Background: an optimization exercise with open tools, aiming at small area, a short achievable clock period and few clock cycles. Do not read the settings as production practice. The RTL was checked by simulation tests, not by an equivalence proof against the original design. Power is estimated from default activity; no workload was simulated.

==> flow/design.v <==
module rawc_seq (
    input  wire        clk,
    input  wire        rst,         
    input  wire        cmd_valid,
    output wire        cmd_ready,
    input  wire [31:0] cmd_word,
    input  wire        wr_valid,
    output wire        wr_ready,
    input  wire [7:0]  wr_byte,
    output reg         rd_valid,
    output reg  [7:0]  rd_byte,
    output reg         rsp_valid,
    input  wire        rsp_ready,
    output reg  [31:0] rsp_word,
    output reg         p_valid,
    input  wire        p_ready,
    output reg  [3:0]  p_kind,
    output reg  [5:0]  p_reg,
    output reg         p_word,
    output reg  [15:0] p_wdata,
    input  wire [31:0] p_rdata
);
    localparam K_RD    = 4'd1;    
    localparam K_WR    = 4'd2;    
    localparam K_ARD   = 4'd3;    
    localparam K_ARDB  = 4'd4;    
    localparam K_AWR   = 4'd5;    
    localparam K_AWRB  = 4'd6;    
    localparam K_EDIS  = 4'd7;    
    localparam K_EEN   = 4'd8;    
    localparam K_TMR   = 4'd9;    
    localparam K_DLY   = 4'd10;   
    localparam K_DIAG  = 4'd11;   
    localparam [5:0] R_INTR      = 6'd30;
    localparam [5:0] R_INTR2     = 6'd31;
    localparam [5:0] R_FIFO_MGMT = 6'd32;
    localparam [5:0] R_FIFO_DATA = 6'd33;
    localparam OP_INIT     = 4'h1;
    localparam OP_ALLOC_M  = 4'h2;
    localparam OP_ALLOC_D  = 4'h3;
    localparam OP_DEALL_M  = 4'h4;
    localparam OP_DEALL_D  = 4'h5;
    localparam OP_MOUNT_RX = 4'h6;
    localparam OP_SEND_M   = 4'h7;
    localparam OP_SET_IDX  = 4'h8;
    localparam OP_GET_IDX  = 4'h9;
    localparam OP_READ_B   = 4'hA;
    localparam OP_WRITE_B  = 4'hB;
    localparam OP_GET_ST   = 4'hC;
    localparam OP_SET_ST   = 4'hD;
    localparam OP_MOVE     = 4'hE;
    localparam OP_RDCSR    = 4'hF;
    localparam [31:0] T_INDEX = 32'd5;
    localparam [31:0] T_MOVE  = 32'd20;
    localparam S_IDLE     = 6'd0;
    localparam S_DECODE   = 6'd1;
    localparam S_RSP      = 6'd2;
    localparam SI_WRIDX   = 6'd3;
    localparam SI_T0      = 6'd4;
    localparam SI_RDSTAT  = 6'd5;
    localparam SI_RDTMR   = 6'd6;
    localparam SI_DIAG    = 6'd7;
    localparam GI_RD      = 6'd8;
    localparam X_DIAG     = 6'd9;
    localparam X_HDR      = 6'd10;
    localparam X_BYTE     = 6'd11;
    localparam AL_RDFIFO  = 6'd12;
    localparam MV_EDIS    = 6'd13;
    localparam MV_PRECLR  = 6'd14;
    localparam MV_WRCTL   = 6'd15;
    localparam MV_EEN     = 6'd16;
    localparam MV_T0      = 6'd17;
    localparam MV_RDINT   = 6'd18;
    localparam MV_CLR2    = 6'd19;
    localparam MV_CLR1    = 6'd20;
    localparam MV_RDTMR   = 6'd21;
    localparam MV_DIAG    = 6'd22;
    localparam MV_DELAY   = 6'd23;
    localparam MV_EREST   = 6'd24;
    localparam MV_RDBC    = 6'd25;
    localparam MV_RET     = 6'd26;
    localparam MR_DIAG    = 6'd27;
    reg [5:0]  state;
    reg [3:0]  c_op;
    reg        c_d;
    reg [2:0]  c_w;
    reg [2:0]  c_p;
    reg [15:0] c_imm;
    reg        c_err;
    reg [5:0]  oob;
    reg [1:0]  mnt;           
    reg [3:0]  diags;
    reg [2:0]  mv_w;
    reg [2:0]  mv_p;
    reg        mv_d;
    reg [11:0] mv_size;
    reg        mv_prior;
    reg [7:0]  mv_v;
    reg [15:0] mv_bc;
    reg        mv_second;     
    reg [31:0] t0;
    reg [15:0] xcnt;          
    function [5:0] reg_of;
        input [2:0] w;
        input [2:0] which;    
        begin
            reg_of = w * 6'd5 + {3'd0, which};
        end
    endfunction
    function [7:0] mask1;
        input [2:0] w;
        begin
            case (w)
                3'd0:    mask1 = 8'h02;
                3'd1:    mask1 = 8'h04;
                default: mask1 = 8'h01;
            endcase
        end
    endfunction
    function [15:0] mask2;
        input [2:0] w;
        begin
            case (w)
                3'd2:    mask2 = 16'h0010;
                3'd3:    mask2 = 16'h0020;
                3'd4:    mask2 = 16'h0004;
                default: mask2 = 16'h0008;
            endcase
        end
    endfunction
    function legal;
        input [31:0] x;
        reg [3:0] op;
        reg [2:0] w;
        reg [2:0] p;
        begin
            op = x[31:28];
            w  = x[26:24];
            p  = x[22:20];
            case (op)
                OP_INIT, OP_DEALL_M, OP_DEALL_D:
                    legal = (x[27:0] == 28'd0);
                OP_ALLOC_M, OP_ALLOC_D, OP_SEND_M:
                    legal = (x[27:16] == 12'd0) && (x[15:12] == 4'd0);
                OP_RDCSR:
                    legal = (x[27:16] == 12'd0) && (x[15:1] == 15'd0);
                OP_MOUNT_RX, OP_GET_IDX:
                    legal = !x[27] && (x[23:0] == 24'd0) && (w <= 3'd5);
                OP_GET_ST:
                    legal = !x[27] && (x[23:0] == 24'd0) && (w <= 3'd1);
                OP_SET_IDX, OP_READ_B, OP_WRITE_B:
                    legal = !x[27] && (x[23:16] == 8'd0) && (w <= 3'd5);
                OP_SET_ST:
                    legal = !x[27] && (x[23:1] == 23'd0) && (w <= 3'd1);
                OP_MOVE:
                    legal = !x[23] && (x[19:12] == 8'd0) && (w <= 3'd5) && (p <= 3'd4);
                default:
                    legal = 1'b0;
            endcase
        end
    endfunction
    wire [31:0] elapsed   = p_rdata - t0;
    assign cmd_ready = (state == S_IDLE);
    assign wr_ready  = (state == X_BYTE) && (c_op == OP_WRITE_B) && !p_valid;
    task issue;
        input [3:0]  kind;
        input [5:0]  r;
        input        word;
        input [15:0] data;
        begin
            p_valid <= 1'b1;
            p_kind  <= kind;
            p_reg   <= r;
            p_word  <= word;
            p_wdata <= data;
        end
    endtask
    task respond;
        input [15:0] value;
        begin
            rsp_valid <= 1'b1;
            rsp_word  <= {1'b0, 11'd0, diags, value};
            state     <= S_RSP;
        end
    endtask
    task start_move;
        input [2:0]  w;
        input [2:0]  p;
        input        d;
        input [11:0] size;
        input        second;
        begin
            mv_w      <= w;
            mv_p      <= p;
            mv_d      <= d;
            mv_size   <= size;
            mv_second <= second;
            state     <= MV_EDIS;
        end
    endtask
    always @(posedge clk) begin
        rd_valid <= 1'b0;
        if (rst) begin
            state     <= S_IDLE;
            oob       <= 6'd0;
            mnt       <= 2'd0;
            diags     <= 4'd0;
            p_valid   <= 1'b0;
            rsp_valid <= 1'b0;
            rd_valid  <= 1'b0;
        end else begin
            case (state)
                S_IDLE: begin
                    if (cmd_valid) begin
                        c_op  <= cmd_word[31:28];
                        c_d   <= cmd_word[27];
                        c_w   <= cmd_word[26:24];
                        c_p   <= cmd_word[22:20];
                        c_imm <= cmd_word[15:0];
                        c_err <= !legal(cmd_word);
                        diags <= 4'd0;
                        state <= S_DECODE;
                    end
                end
                S_DECODE: begin
                    if (c_err) begin
                        rsp_valid <= 1'b1;
                        rsp_word  <= 32'h8000_0000;
                        state     <= S_RSP;
                    end else begin
                        case (c_op)
                            OP_INIT:     start_move(3'd1, 3'd3, 1'b0, 12'd0, 1'b0);
                            OP_ALLOC_M,
                            OP_ALLOC_D:  state <= AL_RDFIFO;
                            OP_DEALL_M:  start_move(3'd2, 3'd1, 1'b0, 12'd0, 1'b0);
                            OP_DEALL_D: begin
                                mnt[0] <= 1'b0;
                                start_move(3'd0, 3'd2, 1'b0, 12'd0, 1'b0);
                            end
                            OP_MOUNT_RX: start_move(c_w, 3'd0, 1'b1, 12'd0, 1'b0);
                            OP_SEND_M:   start_move(3'd3, 3'd0, 1'b0, c_imm[11:0], 1'b0);
                            OP_SET_IDX:  state <= SI_WRIDX;
                            OP_GET_IDX:  state <= GI_RD;
                            OP_READ_B,
                            OP_WRITE_B: begin
                                xcnt <= c_imm;
                                if (oob[c_w]) state <= X_DIAG;
                                else          state <= X_HDR;
                            end
                            OP_GET_ST:   respond({15'd0, mnt[c_w[0]]});
                            OP_SET_ST: begin
                                mnt[c_w[0]] <= c_imm[0];
                                respond(16'd0);
                            end
                            OP_MOVE:     start_move(c_w, c_p, c_d, c_imm[11:0], 1'b0);
                            OP_RDCSR: begin
                                if (c_imm[0]) respond({14'd0, mnt});
                                else          respond({10'd0, oob});
                            end
                            default:     respond(16'd0);
                        endcase
                    end
                end
                S_RSP: begin
                    if (rsp_ready) begin
                        rsp_valid <= 1'b0;
                        state     <= S_IDLE;
                    end
                end
                SI_WRIDX: begin
                    if (!p_valid) issue(K_WR, reg_of(c_w, 3'd0), 1'b1, c_imm);
                    else if (p_ready) begin
                        p_valid <= 1'b0;
                        state   <= SI_T0;
                    end
                end
                SI_T0: begin
                    if (!p_valid) issue(K_TMR, 6'd0, 1'b0, 16'd0);
                    else if (p_ready) begin
                        p_valid <= 1'b0;
                        t0      <= p_rdata;
                        state   <= SI_RDSTAT;
                    end
                end
                SI_RDSTAT: begin
                    if (!p_valid) issue(K_RD, reg_of(c_w, 3'd1), 1'b1, 16'd0);
                    else if (p_ready) begin
                        p_valid <= 1'b0;
                        if (!p_rdata[0]) begin
                            oob[c_w] <= 1'b0;
                            respond(16'd0);
                        end else begin
                            state <= SI_RDTMR;
                        end
                    end
                end
                SI_RDTMR: begin
                    if (!p_valid) issue(K_TMR, 6'd0, 1'b0, 16'd0);
                    else if (p_ready) begin
                        p_valid <= 1'b0;
                        if (elapsed >= T_INDEX) begin
                            oob[c_w] <= 1'b1;
                            state    <= SI_DIAG;
                        end else begin
                            state <= SI_RDSTAT;
                        end
                    end
                end
                SI_DIAG: begin
                    if (!p_valid) issue(K_DIAG, {3'd1, c_w}, 1'b0, c_imm);
                    else if (p_ready) begin
                        p_valid <= 1'b0;
                        diags[0] <= 1'b1;
                        rsp_valid <= 1'b1;
                        rsp_word  <= {1'b0, 11'd0, diags | 4'b0001, 16'd0};
                        state     <= S_RSP;
                    end
                end
                GI_RD: begin
                    if (!p_valid) issue(K_RD, reg_of(c_w, 3'd0), 1'b1, 16'd0);
                    else if (p_ready) begin
                        p_valid <= 1'b0;
                        respond(p_rdata[15:0]);
                    end
                end
                X_DIAG: begin
                    if (!p_valid)
                        issue(K_DIAG, {3'd2, c_w}, 1'b0, {15'd0, c_op == OP_WRITE_B});
                    else if (p_ready) begin
                        p_valid  <= 1'b0;
                        diags[1] <= 1'b1;
                        state    <= X_HDR;
                    end
                end
                X_HDR: begin
                    if (!p_valid)
                        issue((c_op == OP_WRITE_B) ? K_AWR : K_ARD, reg_of(c_w, 3'd4), 1'b0, c_imm);
                    else if (p_ready) begin
                        p_valid <= 1'b0;
                        if (xcnt == 16'd0) respond(c_imm);
                        else               state <= X_BYTE;
                    end
                end
                X_BYTE: begin
                    if (!p_valid) begin
                        if (c_op == OP_WRITE_B) begin
                            if (wr_valid) issue(K_AWRB, reg_of(c_w, 3'd4), 1'b0, {8'd0, wr_byte});
                        end else begin
                            issue(K_ARDB, reg_of(c_w, 3'd4), 1'b0, 16'd0);
                        end
                    end else if (p_ready) begin
                        p_valid <= 1'b0;
                        if (c_op == OP_READ_B) begin
                            rd_valid <= 1'b1;
                            rd_byte  <= p_rdata[7:0];
                        end
                        xcnt <= xcnt - 16'd1;
                        if (xcnt == 16'd1) respond(c_imm);
                    end
                end
                AL_RDFIFO: begin
                    if (!p_valid)
                        issue(K_RD, (c_op == OP_ALLOC_M) ? R_FIFO_MGMT : R_FIFO_DATA, 1'b1, 16'd0);
                    else if (p_ready) begin
                        p_valid  <= 1'b0;
                        if (p_rdata[15:0] >= c_imm) begin
                            if (c_op == OP_ALLOC_M) start_move(3'd3, 3'd1, 1'b1, c_imm[11:0], 1'b0);
                            else                    start_move(3'd1, 3'd2, 1'b1, c_imm[11:0], 1'b0);
                        end else if (c_op == OP_ALLOC_M && p_rdata[15:0] != 16'd0) begin
                            start_move(3'd2, 3'd1, 1'b0, 12'd0, 1'b1);
                        end else begin
                            respond(16'd0);
                        end
                    end
                end
                MV_EDIS: begin
                    if (!p_valid) issue(K_EDIS, 6'd0, 1'b0, 16'd0);
                    else if (p_ready) begin
                        p_valid  <= 1'b0;
                        mv_prior <= p_rdata[0];
                        state    <= MV_PRECLR;
                    end
                end
                MV_PRECLR: begin
                    if (!p_valid) begin
                        if (mv_w <= 3'd1) issue(K_WR, R_INTR, 1'b0, {8'd0, mask1(mv_w)});
                        else              issue(K_WR, R_INTR2, 1'b1, mask2(mv_w));
                    end else if (p_ready) begin
                        p_valid <= 1'b0;
                        state   <= MV_WRCTL;
                    end
                end
                MV_WRCTL: begin
                    if (!p_valid)
                        issue(K_WR, reg_of(mv_w, 3'd2), 1'b1, {mv_d, mv_p, mv_size});
                    else if (p_ready) begin
                        p_valid <= 1'b0;
                        state   <= MV_EEN;
                    end
                end
                MV_EEN: begin
                    if (!p_valid) issue(K_EEN, 6'd0, 1'b0, 16'd0);
                    else if (p_ready) begin
                        p_valid <= 1'b0;
                        state   <= MV_T0;
                    end
                end
                MV_T0: begin
                    if (!p_valid) issue(K_TMR, 6'd0, 1'b0, 16'd0);
                    else if (p_ready) begin
                        p_valid <= 1'b0;
                        t0      <= p_rdata;
                        state   <= MV_RDINT;
                    end
                end
                MV_RDINT: begin
                    if (!p_valid) issue(K_RD, R_INTR, 1'b0, 16'd0);
                    else if (p_ready) begin
                        p_valid <= 1'b0;
                        mv_v    <= p_rdata[7:0];
                        if ((p_rdata[7:0] & mask1(mv_w)) != 8'd0) begin
                            if (mv_w >= 3'd2) state <= MV_CLR2;
                            else              state <= MV_CLR1;
                        end else begin
                            state <= MV_RDTMR;
                        end
                    end
                end
                MV_CLR2: begin
                    if (!p_valid) issue(K_WR, R_INTR2, 1'b1, 16'h003C);
                    else if (p_ready) begin
                        p_valid <= 1'b0;
                        state   <= MV_CLR1;
                    end
                end
                MV_CLR1: begin
                    if (!p_valid) issue(K_WR, R_INTR, 1'b0, {8'd0, mv_v & mask1(mv_w)});
                    else if (p_ready) begin
                        p_valid <= 1'b0;
                        state   <= mv_prior ? MV_RDBC : MV_EREST;
                    end
                end
                MV_RDTMR: begin
                    if (!p_valid) issue(K_TMR, 6'd0, 1'b0, 16'd0);
                    else if (p_ready) begin
                        p_valid <= 1'b0;
                        if (elapsed >= T_MOVE) state <= MV_DIAG;
                        else                   state <= MV_DELAY;
                    end
                end
                MV_DIAG: begin
                    if (!p_valid) issue(K_DIAG, {3'd3, mv_w}, 1'b0, 16'd0);
                    else if (p_ready) begin
                        p_valid  <= 1'b0;
                        diags[2] <= 1'b1;
                        state    <= mv_prior ? MV_RDBC : MV_EREST;
                    end
                end
                MV_DELAY: begin
                    if (!p_valid) issue(K_DLY, 6'd0, 1'b0, 16'd0);
                    else if (p_ready) begin
                        p_valid <= 1'b0;
                        state   <= MV_RDINT;
                    end
                end
                MV_EREST: begin
                    if (!p_valid) issue(K_EDIS, 6'd0, 1'b0, 16'd0);
                    else if (p_ready) begin
                        p_valid <= 1'b0;
                        state   <= MV_RDBC;
                    end
                end
                MV_RDBC: begin
                    if (!p_valid) issue(K_RD, reg_of(mv_w, 3'd3), 1'b1, 16'd0);
                    else if (p_ready) begin
                        p_valid <= 1'b0;
                        mv_bc   <= p_rdata[15:0];
                        state   <= MV_RET;
                    end
                end
                MV_RET: begin
                    case (c_op)
                        OP_INIT: begin
                            if (!mv_second) begin
                                start_move(3'd4, 3'd3, 1'b1, 12'd0, 1'b1);
                            end else begin
                                mnt <= 2'b00;
                                respond(16'd0);
                            end
                        end
                        OP_ALLOC_M: begin
                            if (mv_second || mv_bc == 16'd0) begin
                                respond(16'd0);
                            end else begin
                                oob[3] <= 1'b0;
                                respond(16'd1);
                            end
                        end
                        OP_ALLOC_D: begin
                            if (mv_bc == 16'd0) begin
                                respond(16'd0);
                            end else begin
                                oob[1] <= 1'b0;
                                mnt[1] <= 1'b1;
                                respond(16'd1);
                            end
                        end
                        OP_MOUNT_RX: begin
                            if (mv_bc == 16'd0) begin
                                state <= MR_DIAG;
                            end else begin
                                if (c_w == 3'd0) mnt[0] <= 1'b1;
                                respond(mv_bc);
                            end
                        end
                        OP_MOVE:  respond(mv_bc);
                        default:  respond(16'd0);
                    endcase
                end
                MR_DIAG: begin
                    if (!p_valid) issue(K_DIAG, {3'd4, c_w}, 1'b0, 16'd0);
                    else if (p_ready) begin
                        p_valid   <= 1'b0;
                        diags[3]  <= 1'b1;
                        if (c_w == 3'd0) mnt[0] <= 1'b1;
                        rsp_valid <= 1'b1;
                        rsp_word  <= {1'b0, 11'd0, diags | 4'b1000, 16'd0};
                        state     <= S_RSP;
                    end
                end
                default: state <= S_IDLE;
            endcase
        end
    end
endmodule
==> flow/run.sh <==
#!/bin/bash
# synth_recipe.tcl (not shown) runs the flow's synth.tcl, then flattens the netlist and writes it again
# the make line also repeats each setting of config.mk as NAME=value (left out here)
make -C /OpenROAD-flow-scripts/flow DESIGN_CONFIG=/design/flow/config.mk WORK_HOME=/design/flow/orfs CLKGATE_MAP_FILE= SYNTH_SCRIPT=/design/flow/synth_recipe.tcl finish
==> flow/config.mk <==
export PLATFORM = sky130hd
export DESIGN_NAME = rawc_seq
export DESIGN_NICKNAME = rawc_seq
export VERILOG_FILES = /design/flow/design.v
export SDC_FILE = /design/flow/constraint.sdc
export NUM_CORES = 4
export LEC_CHECK = 0
export CAP_MARGIN = 20
export CORE_MARGIN = 2
export CORE_UTILIZATION = 40
export SLEW_MARGIN = 20
==> flow/constraint.sdc <==
create_clock -name core_clock -period 5.0 [get_ports {clk}]
set_input_delay 1.0000 -clock core_clock [delete_from_list [all_inputs] [get_ports {clk}]]
set_output_delay 1.0000 -clock core_clock [all_outputs]
set_load 0.01 [all_outputs]
==> run summary <==
-- kinds of logic (layout without fill, tap and decap cells) --
family / count (synthesis) / after routing / synth area share
AO/OA/AOI/OAI: 414 / 414 / 0.216
XOR/XNOR: 32 / 32 / 0.0219
adder cells (fa/ha/maj): 67 / 67 / 0.0660
buffers and inverters: 176 / 313 / 0.0581
flip-flops: 192 / 192 / 0.434
multiplexers: 13 / 13 / 0.0112
other: 1 / 11 / 0.000293
AND/OR/NAND/NOR: 498 / 498 / 0.192
-- power by group through the flow --
| stage | registers, W | logic, W | clock network [W] |
|---|---|---|---|
| finish | 0.00211 | 0.00183 | 0.00133 |
| global route | 0.00212 | 0.00199 | 0.00142 |
| CTS | 0.00211 | 0.00181 | 0.00136 |
| detailed placement | 0.00214 | 0.00180 | 0 |
| global placement | 0.00214 | 0.00179 | 0 |
| floorplan | 0.00210 | 0.00109 | 0 |
-- path summary, 6_finish.rpt --
check	start	to	slack, ps
setup / recovery	p_rdata[0]	rsp_word[15]	550
hold / removal	rsp_valid	rsp_valid	470
setup reg to reg	c_imm[0]	rsp_word[15]	1150
hold reg to reg	rsp_valid	rsp_valid	470
-- final cells by class --
cell class | count | area (µm²)
inverters | 90 | 338
clock buffers | 19 | 433
clock inverters | 13 | 123
well taps | 402 | 503
flip-flops and latches | 192 | 5570
fillers | 3041 | 16200
repair buffers | 191 | 1790
multi-input cells | 1035 | 6580
-- synthesized netlist by cell type, types with 9 or more instances --
cell,n
nand3_1,24
or3_1,9
ha_1,66
nor2_1,116
a21o_1,14
a221o_1,9
a211oi_1,13
and3_1,10
xnor2_1,19
a22oi_1,11
edfxtp_1,172
xor2_1,13
o22ai_1,13
nor3_1,42
buf_4,16
a222oi_1,20
clkbuf_1,51
nand2b_1,27
a21oi_1,102
and2_1,23
o21a_1,15
inv_1,89
buf_2,12
o21ai_0,104
a22o_1,10
nand4_1,24
nor2b_1,14
nand2_1,141
nor4_1,36
mux2i_1,11
o211ai_1,13
dfxtp_1,20
-- per-stage QoR --
stage,util,power (W)
after floorplan,-,0.00319
after global placement,0.468,0.00393
after detailed placement,0.468,0.00394
after CTS,0.486,0.00528
after global routing,0.486,0.00552
final,0.486,0.00527
-- critical path: cells and delay by family --
family / cells / cell delay (ps)
simple gates: 3 / 800
buf+inv: 4 / 1020
compound gates: 6 / 1510
fa+ha+maj: 1 / 270
-- metal layers --
| metal | vias to the layer above | part of all wire | global-route usage |
|---|---|---|---|
| li1 | 5490 | - | - |
| met1 | 5753 | 0.43 | 0.330 |
| met2 | 516 | 0.46 | 0.408 |
| met3 | 103 | 0.064 | 0.0423 |
| met4 | 0 | 0.050 | 0.128 |
| met5 | - | 0 | 0 |
==> key figures <==
Timing
  • Fin. Hold Viols: 0
  • Setup TNS: 0 ps
  • Rel. slew slack: 0.443
  • Final setup margin: 551 ps
  • Slew Viols, Final: 0
  • Worst slew pin tran: 835 ps
  • Tmin final: 4450 ps
  • Worst hold slack: 469 ps
  • Setup Skew: 16.5 ps
  • Final setup violation count: 0
  • Achievable frequency: 225 MHz
  • Final Cycle Share: 0.890
  • RSZ-0062 raised after global routing: no

Detailed routing
  • Pre-Repair DR Iteration Count: 6
  • Post-route DRC: 0
  • DR vias: 11900
  • Wire length per cell: 21.7 µm
  • Routed vias/inst: 6.11
  • Post-route ant nets: 0
  • DRT Wirelength: 42.2 mm
  • Detailed router's first-iteration violation count: 1341

Clock tree
  • CTS Buf Count: 17
  • CTS H-tree depth: 4
  • Clock root buffer master: clkbuf_16
  • TritonCTS clock tree: built
  • CTS Hold Buffers Added: 0
  • Clock slew at reported path FFs: ~70 ps
  • Post-cts resize count: 0
  • Clock latency on the worst-skew pair: 470 ps
  • Postcts setup bufs: 0
  • CTS Buffer Depth: 2
  • CTS Sinks: 192

Min path
  • Hold path depth: 1
  • Worst hold path class: reg -> reg

Critical path
  • Required @ worst endpoint: 5160 ps
  • Critical Path Source Type: primary input
  • Critical-path cell list: clkdlybuf4s50_1 -> inv_1 -> buf_4 -> ha_1 -> nand2b_1 -> a21o_1 -> a21o_1 -> a21oi_1 -> o21ai_0 -> a21oi_1 -> a21oi_1 -> nor3_1 -> and4_1 -> buf_12
  • Crit path top cell by count: a21oi_1
  • CP Capture Type: flip-flop
  • Worst-path fanout max: 22
  • WP data arrival: roughly 4600 ps
  • R2R depth: 11
  • Slowest CP cell: a21oi_1
  • Critical path class: in -> reg
  • Crit path largest cell delay: 630 ps

Logic synthesis
  • Yosys warning total: 1
  • Synth area leader: edfxtp_1
  • Yosys reg bits: 192
  • Mean Syn Cell Area: between 9 and 10 µm²
  • Most used DFF post-synth: edfxtp_1
  • Post-synthesis sequential area ratio: 0.434
  • Post-Syn Area: 0.0128 mm²
  • Async SR Flop Fraction: 0
  • Mapped Cells: 1393
  • Share of the synthesized area in the top cell type: 0.403
  • Top area cells in the synthesized netlist: edfxtp_1 40%, ha_1 6.4%, nand2_1 4.1%, o21ai_0 4.1%, a21oi_1 4.0%
  • EDFF count, synth: roughly 170
  • Library cells used by synthesis: slightly below 80

Power and ir drop
  • Reg power frac: 0.400
  • Combinational Power Share: 0.347
  • Pint: about 0.0033 W
  • Peak VDD IR: about 0.24 mV
  • NetSw: 0.00193 W
  • Sw Ratio: 0.366
  • Clock power share: 0.253
  • Power Density: roughly 340 mW/mm²
  • Leakage: 5.64 nW

Die
  • Full die area: 0.0335 mm²
  • # rows: between 60 and 70
  • Die Span Y: 183 µm
  • Die width: about 180 µm
  • Core Region: 0.0316 mm²
  • Initial Utilization: 0.406
  • IO Pins: 150

Global routing
  • Initial antenna violation count: 0
  • First-pass GRT wire length: 64.8 mm
  • Vias in the first global route: 11400
  • Total Routing Usage GR: 0.253
  • Grt ovf: 0
  • Largest net degree at the start of global routing: 48

Final layout
  • Share of cells above drive strength 1: 0.0727
  • Layout area overhead: 19.7%
  • Largest reg by FF count: t0
  • Biggest regs: t0 (32), rsp_word (21)
  • Final Instance Count excl. Fillers: about 1900
  • Most common cell after layout, fill and taps aside: edfxtp_1
  • Largest register FFs: 32
  • Most frequent cells in the layout: 172 x edfxtp_1, 141 x nand2_1, 138 x clkdlybuf4s50_1, 115 x nor2_1, 104 x o21ai_0
  • Fin nets: 1672
  • N_diodes: 0
  • Final instance area: 0.0153 mm²

Placed design
  • Post-place instance area: 0.0148 mm²
  • GPL Wtd Cong: 0.959
  • Placed insts: 1910
  • Pre-CTS WS: 110 ps
  • HPWL after DPL: 32.5 mm
  • Port-buffer cells: 138

Run
  • Max_cap viols: 0

Outcome
  • Run status: timing/DRC/antenna clean
Testbench counts, summed over its fixed seeds: cycles 300,434.

## afterwards: timing with drivers on the ports
Ports are ideal in the flow. The routed layout listed here was re-timed in OpenROAD.
Step 1 (the two cells are an assumption about what drives the block):
set clk [get_ports {clk}]
set_driving_cell -lib_cell sky130_fd_sc_hd__clkbuf_16 $clk
set_driving_cell -lib_cell sky130_fd_sc_hd__buf_2 [delete_from_list [all_inputs] $clk]
Step 2, shift: input delay + t, output delay - t, t = (earliest + latest rising clock arrival at the registers) / 2. This alone moves slack from input paths to output paths.
a / b / c = no drivers / after step 1 / after step 2; a / b = the first two.
shift t [ns]: 0.510
setup WS [ns]: 0.551 / 0.575 / 0.066
worst register clock-pin slew, ns: 0.08 / 0.08
After both steps setup and hold are still met in this run. For this run, drivers alone change the setup slack by +0.024 ns; drivers and shift together by -0.485 ns.
